Source: an optimization exercise on an open RTL-to-GDS flow (aim: small area, a short achievable clock period and few clock cycles per item). Production flows keep margins and buffers that such runs may drop.
In this exercise RTL edits were held to simulation tests only and were not proved equivalent to the original.

## audio_sequencer_timing_fsm
module audio_sequencer_timing_fsm (
    input  wire        clk,
    input  wire        rst,             
    input  wire [11:0] spt_i,           
    input  wire [4:0]  loop_bars_i,     
    input  wire [35:0] pan_i,           
    input  wire [47:0] vol_i,           
    input  wire [17:0] smp_i,           
    input  wire [95:0] len_i,           
    input  wire        start_i,
    input  wire        complete_i,
    output wire        stream_start_o,
    output wire [1:0]  stream_slot_o,
    output wire        ring_we_o,
    output wire [1:0]  ring_slot_o,
    output wire [4:0]  ring_frame_o,
    output wire [31:0] ring_wdata_o,
    output reg         song_re_o,
    output reg  [3:0]  song_b_o,
    input  wire [2:0]  song_d_i,
    output reg         pat_re_o,
    output reg  [2:0]  pat_p_o,
    output reg  [2:0]  pat_v_o,
    output reg  [6:0]  pat_t_o,
    input  wire [7:0]  pat_d_i,
    output wire        samp_re_o,
    output wire [2:0]  samp_k_o,
    output wire [11:0] samp_i_o,
    input  wire [15:0] samp_d_i
);
    wire frame_start;
    wire may_issue;
    wire frame_next;
    ring_ctrl u_ring (
        .clk            (clk),
        .rst            (rst),
        .start_i        (start_i),
        .complete_i     (complete_i),
        .issue          (frame_start),
        .may_issue      (may_issue),
        .frame_next     (frame_next),
        .frame_done     (ring_we_o),
        .filling        (ring_slot_o),
        .frame_idx      (ring_frame_o),
        .stream_start_o (stream_start_o),
        .stream_slot_o  (stream_slot_o)
    );
    wire [3:0] bar;
    wire [6:0] tick;
    wire       tick_start;
    wire       new_bar;
  ...
Settings: LEC_CHECK=0, ABC_CLOCK_PERIOD_IN_PS=4000, CAP_MARGIN=70, CORE_MARGIN=2, CORE_UTILIZATION=40, CTS_CLUSTER_DIAMETER=90, CTS_CLUSTER_SIZE=28, PLACE_DENSITY=0.6, SLEW_MARGIN=70, SYNTH_HIERARCHICAL=1; clock period 14.0 ns.
standard.sh (not shown) runs the stock make flow with config.mk's settings and CLKGATE_MAP_FILE= SYNTH_SCRIPT=/design/flow/synth_recipe.tcl, a recipe that flattens the netlist after the stock synthesis.
==> flow/flow/run.sh <==
#!/bin/bash
# Layout flow: the standard layout (standard.sh, every ORFS step as the
# standard flow runs it), with the port buffers that global placement puts on
# every input and output made sky130_fd_sc_hd__buf_1 cells.
set -e
export BUFFER_PORTS_ARGS="-buffer_cell sky130_fd_sc_hd__buf_1"
bash standard.sh > standard.log 2>&1
The starting point completed with no timing, DRC or antenna violations.
Testbench counts at the start, summed over its fixed seeds: cycles 18,888, frames 16,384.
Next try:
==> flow/flow/run.sh (replaced) <==
#!/bin/bash
# Layout flow: the standard layout (standard.sh, every ORFS step as the
# standard flow runs it), with the port buffers that global placement puts on
# every input and output made sky130_fd_sc_hd__buf_2 cells.
set -e
export BUFFER_PORTS_ARGS="-buffer_cell sky130_fd_sc_hd__buf_2"
bash standard.sh > standard.log 2>&1
CTS_CLUSTER_DIAMETER = 80   (was 90)
CTS_CLUSTER_SIZE = 24   (was 28)
After rerunning: Setup slack improves by 0.10 ns. Clock-buffer cell count goes up by 6. Synthesized cell count does not change. Final area goes up by about 1.3%. Wire length goes up by 0.34%. Critical path depth goes up by 2. Via count barely changes. Core utilization goes up by 0.57 points.

---

Another version of the RTL of audio_sequencer_timing_fsm (not shown whole).
For scale: ~320 I/O pins, ~31,000 sq um of cells after synthesis.
Settings: LEC_CHECK=0, ABC_CLOCK_PERIOD_IN_PS=4000, CAP_MARGIN=70, CORE_MARGIN=2, CORE_UTILIZATION=40, PLACE_DENSITY=0.6, SLEW_MARGIN=70, SYNTH_HIERARCHICAL=1; clock period 14.0 ns.
run.sh (not shown) runs the stock make flow with config.mk's settings and CLKGATE_MAP_FILE= SYNTH_SCRIPT=/design/flow/synth_recipe.tcl, a recipe that flattens the netlist after the stock synthesis.
Stock flow here: none of the scripts above is used.
The first run completed with no timing, DRC or antenna violations.
Testbench counts at the start, summed over its fixed seeds: cycles 18,904, frames 16,384.
Rerun with:
--- a/flow/config.mk
+++ b/flow/config.mk
@@ -6,9 +6,8 @@
 export NUM_CORES = 4
 export LEC_CHECK = 0
-export ABC_CLOCK_PERIOD_IN_PS = 4000
-export CAP_MARGIN = 70
+export CAP_MARGIN = 20
 export CORE_MARGIN = 2
 export CORE_UTILIZATION = 40
 export PLACE_DENSITY = 0.6
-export SLEW_MARGIN = 70
+export SLEW_MARGIN = 20
 export SYNTH_HIERARCHICAL = 1
Utilization goes down by 0.70 points; fmax goes down by roughly a tenth; setup slack degrades by 0.51 ns.

---

== the reference run ==
Another version of the RTL of audio_sequencer_timing_fsm (not shown whole).
For scale: roughly 0.031 mm2 of cells after synthesis.
Settings: LEC_CHECK=0, ABC_CLOCK_PERIOD_IN_PS=4000, CAP_MARGIN=70, CORE_MARGIN=2, CORE_UTILIZATION=55, PLACE_DENSITY=0.7, SLEW_MARGIN=70, SYNTH_HIERARCHICAL=1; clock period 14.0 ns.
The reference run reached the final stage; the timing, DRC and antenna checks on its layout passed.
Testbench counts of the reference run, summed over its fixed seeds: cycles 18,904, frames 16,384.
#### Input delta (the trial run over the reference run)
# the reference run
export LEC_CHECK = 0
export ABC_CLOCK_PERIOD_IN_PS = 4000
export CAP_MARGIN = 70
export CORE_MARGIN = 2
export CORE_UTILIZATION = 55
export PLACE_DENSITY = 0.7
export SLEW_MARGIN = 70
export SYNTH_HIERARCHICAL = 1
create_clock -name core_clock -period 14.0 [get_ports {clk}]
# the trial run
export LEC_CHECK = 0
export ABC_CLOCK_PERIOD_IN_PS = 4000
export CAP_MARGIN = 70
export CORE_MARGIN = 2
export CORE_UTILIZATION = 40
export CTS_BUF_LIST = sky130_fd_sc_hd__clkbuf_8
export PLACE_DENSITY = 0.6
export SLEW_MARGIN = 70
export SYNTH_HIERARCHICAL = 1
create_clock -name core_clock -period 14.0 [get_ports {clk}]
Looking at final area across the trial run and the reference run, the one that comes out lower is the reference run. Compared the trial run against the reference run; hold slack within noise. Run comparison: the trial run cell with the biggest individual delay on the critical path sky130_fd_sc_hd__clkdlybuf4s50_1; the reference run cell with the biggest individual delay on the critical path sky130_fd_sc_hd__dfxtp_2. Compared to the reference run, the trial run has share of post-route cells with drive strength above 1 0.94 points higher.

[what the ideal ports hide]
In the flow no input, the clock included, has a driving cell. The finished layouts below were timed again as built, in two steps. Step 1, drivers: a clkbuf_16 drives clk and a buf_2 each remaining input, both assumed. Step 2 moves the port delays by t, midway between the first and last clock arrival at a register: inputs arrive t later, outputs are due t later. That takes back most of the time a late clock gives input paths. Three values: ideal ports, drivers, drivers and shift; two values: the first two.
| run | shift t [ns] | slack for setup (ns) | worst setup path after step 2 | clock arrival spread, ns |
|---|---|---|---|---|
| the first run of note 1 | 0.642 | 9.898 / 9.898 / 9.500 | input to register | 0.045 / 0.044 |
| the second run of note 1 | 0.650 | 10.000 / 9.973 / 9.472 | input to register | 0.052 / 0.052 |
| the first run of note 2 | 0.679 | 9.447 / 9.420 / 9.042 | input to register | 0.047 / 0.047 |
| the second run of note 2 | 0.685 | 8.932 / 8.932 / 8.829 | input to register | 0.015 / 0.015 |
| the reference run | 0.665 | 9.027 / 9.027 / 8.977 | input to register | 0.022 / 0.021 |
| the trial run | 0.746 | 9.334 / 9.278 / 8.933 | input to register | 0.053 / 0.053 |
After both steps setup and hold are still met in every run listed. The setup slack of the second run of note 1, which loses most, moves by -0.027 ns with the drivers and by -0.528 ns with both steps.
